Background: an optimization exercise with open tools, aiming at small area. Do not read the settings as production practice. In this exercise RTL edits were held to simulation tests only and were not proved equivalent to the original.

yarrow:
## hlm_top
module hlm_top (
    input  wire        clk,
    input  wire        rst,
    input  wire        cmd_valid,
    output wire        cmd_ready,
    input  wire [2:0]  cmd_len,
    input  wire [31:0] cmd_w0,
    input  wire [31:0] cmd_w1,
    input  wire [31:0] cmd_w2,
    input  wire [31:0] cmd_w3,
    input  wire [31:0] cmd_w4,
    output wire        rsp_valid,
    output wire [31:0] rsp_status,
    output wire [31:0] rsp_info,
    output wire [31:0] rsp_res,
    output wire        bus_req,
    output wire        bus_we,
    output wire [11:0] bus_addr,
    output wire [31:0] bus_wdata,
    input  wire        bus_ack,
    input  wire [31:0] bus_rdata,
    input  wire        bus_err,
    output wire        mdc,
    output wire        mdio_o,
    output wire        mdio_oe,
    input  wire        mdio_i
);
Size in the first run: ~680 cells after synthesis, roughly 94 flip-flops, about 5700 sq um of cells after synthesis.
==> flow/config.mk <==
export PLATFORM = sky130hd
export DESIGN_NAME = hlm_top
export DESIGN_NICKNAME = hlm_top
export VERILOG_FILES = /design/flow/design.v
export SDC_FILE = /design/flow/constraint.sdc
export NUM_CORES = 4
export LEC_CHECK = 0
export CAP_MARGIN = 20
export CORE_MARGIN = 2
export CORE_UTILIZATION = 30
export SLEW_MARGIN = 20
==> flow/constraint.sdc <==
create_clock -name core_clock -period 6.0 [get_ports {clk}]
set_input_delay 1.2000 -clock core_clock [delete_from_list [all_inputs] [get_ports {clk}]]
set_output_delay 1.2000 -clock core_clock [all_outputs]
set_load 0.01 [all_outputs]
standard.sh (not shown) runs the stock make flow with config.mk's settings and CLKGATE_MAP_FILE= SYNTH_SCRIPT=/design/flow/synth_recipe.tcl, a recipe that flattens the netlist after the stock synthesis.
==> flow/flow/run.sh <==
#!/bin/bash
# The standard layout with these changes:
#  - synthesis maps with an area-oriented ABC script (flow/abc_area.script);
#    it is run with three seeds of ABC's deepsyn and the smallest netlist is
#    kept; everything else in synthesis is ORFS's and the standard flow's own script, so
#    the registers are the standard synthesis's
#  - port buffers are buf_1 (every port still gets one)
#  - the clock tree uses clkbuf_8 and no dummy loads
#  - constant outputs share the single tie cell synthesis makes
# Each tool's full output goes to a log in this folder (and ORFS's own logs
# under orfs/logs and try*/logs).
set -euo pipefail
HERE=$(pwd)
export BUFFER_PORTS_ARGS="-buffer_cell sky130_fd_sc_hd__buf_1"
export CTS_ARGS="-sink_clustering_enable -repair_clock_nets -buf_list sky130_fd_sc_hd__clkbuf_8 -dont_use_dummy_load"
export SKIP_REPAIR_TIE_FANOUT=1
SEEDS="1 2 3"
for s in $SEEDS; do
  rm -rf "scripts_s$s" "try$s"
  cp -r "$FLOW_HOME/scripts" "scripts_s$s"
  sed "s/^&deepsyn .*/\&deepsyn -T 50 -S $s/" flow/abc_area.script > "scripts_s$s/abc_speed.script"
  bash standard.sh SCRIPTS_DIR="$HERE/scripts_s$s" WORK_HOME="$HERE/try$s" synth > "synth_try$s.log" 2>&1 &
done
wait
best=""
besta=""
for s in $SEEDS; do
  rpt="try$s/reports/$FLOW_PLATFORM/hlm_top/base/synth_stat.txt"
  [[ -f "try$s/results/$FLOW_PLATFORM/hlm_top/base/1_synth.odb" && -f "$rpt" ]] || continue
  a=$(sed -n "s/.*Chip area for module.*: *\([0-9.]*\).*/\1/p" "$rpt" | tail -n 1)
  echo "seed $s: synthesis area $a" >> synth_choice.log
  if [[ -z "$best" ]] || awk -v a="$a" -v b="$besta" 'BEGIN{exit !(a < b)}'; then
    best=$s
    besta=$a
  fi
done
echo "kept seed $best" >> synth_choice.log
rm -rf orfs
cp -rp "try$best" orfs
bash standard.sh > standard_make.log 2>&1
==> flow/flow/abc_area.script <==
&get -n
&st
&deepsyn -T 60
&dch -f
&nf -p -F 10 -A 10 -C 32 -R 1000
&put
yarrow | stages: all done | timing, DRC, antenna: all pass
Edits applied to the flow inputs when going from yarrow to quartz:
==> flow/flow/run.sh <==
#!/bin/bash
# The standard layout with these changes:
#  - synthesis maps with an area-oriented ABC script (flow/abc_area.script);
#    it is run with six seeds of ABC's deepsyn (SEED in the script) and the
#    smallest netlist is kept; everything else in synthesis is ORFS's and the standard flow's own script, so
#    the registers are the standard synthesis's
#  - port buffers are buf_1 (every port still gets one)
#  - the clock tree uses clkbuf_8 and no dummy loads
#  - constant outputs share the single tie cell synthesis makes
# Each tool's full output goes to a log in this folder (and ORFS's own logs
# under orfs/logs and try*/logs).
set -euo pipefail
HERE=$(pwd)
export BUFFER_PORTS_ARGS="-buffer_cell sky130_fd_sc_hd__buf_1"
export CTS_ARGS="-sink_clustering_enable -repair_clock_nets -buf_list sky130_fd_sc_hd__clkbuf_8 -dont_use_dummy_load"
export SKIP_REPAIR_TIE_FANOUT=1
SEEDS="1 2 3 4 5 6"
for s in $SEEDS; do
  rm -rf "scripts_s$s" "try$s"
  cp -r "$FLOW_HOME/scripts" "scripts_s$s"
  sed "s/SEED/$s/" flow/abc_area.script > "scripts_s$s/abc_speed.script"
  bash standard.sh SCRIPTS_DIR="$HERE/scripts_s$s" WORK_HOME="$HERE/try$s" synth > "synth_try$s.log" 2>&1 &
done
wait
best=""
besta=""
for s in $SEEDS; do
  rpt="try$s/reports/$FLOW_PLATFORM/hlm_top/base/synth_stat.txt"
  [[ -f "try$s/results/$FLOW_PLATFORM/hlm_top/base/1_synth.odb" && -f "$rpt" ]] || continue
  a=$(sed -n "s/.*Chip area for module.*: *\([0-9.]*\).*/\1/p" "$rpt" | tail -n 1)
  echo "seed $s: synthesis area $a" >> synth_choice.log
  if [[ -z "$best" ]] || awk -v a="$a" -v b="$besta" 'BEGIN{exit !(a < b)}'; then
    best=$s
    besta=$a
  fi
done
echo "kept seed $best" >> synth_choice.log
rm -rf orfs
cp -rp "try$best" orfs
bash standard.sh > standard_make.log 2>&1
==> flow/flow/abc_area.script <==
&get -n
&st
&deepsyn -T 50 -S SEED
&dch -f
&nf -p -F 20 -A 20 -C 32 -R 1000 -E 20
&put
Results
Min number of antenna violations at the first check in global routing across quartz and yarrow: quartz
quartz: number of cells in the finished layout apart from fillers about 3% below yarrow
Met3 global-route usage (quartz over yarrow): decrease, 0.28 points
Measured against each other, quartz and yarrow differ in worst reg-to-reg path cell count, the higher figure coming from quartz.
Max cell depth of the worst setup path across quartz and yarrow: quartz
Taking yarrow as the reference point, the clock skew of quartz falls by 22 ps.
From yarrow to quartz the numbers moved as follows: peak clock frequency supported by timing now larger; count of placed standard cells including taps now smaller; number of global-route vias before repair now smaller.

-- port drivers added, routing unchanged --
The results above use ideal ports. As a check the final layouts listed here were re-extracted and re-timed, cells and wires unchanged. Step 1 assumes that a clkbuf_16 drives the clock port and a buf_2 every other input. Step 2, shift: input delay + t, output delay - t, t = (earliest + latest rising clock arrival at the registers) / 2. This alone moves slack from input paths to output paths. a / b / c = no drivers / after step 1 / after step 2; a / b = the first two.
run | t (ns) | setup slack, ns | worst data-port slew with drivers (ns)
yarrow | 0.406 | 1.465 / 1.478 / 1.072 | 0.09
quartz | 0.427 | 1.622 / 1.649 / 1.221 | 0.07
After both steps every run listed still meets setup and hold. The setup slack of quartz, which loses most, moves by +0.027 ns with the drivers and by -0.401 ns with both steps.
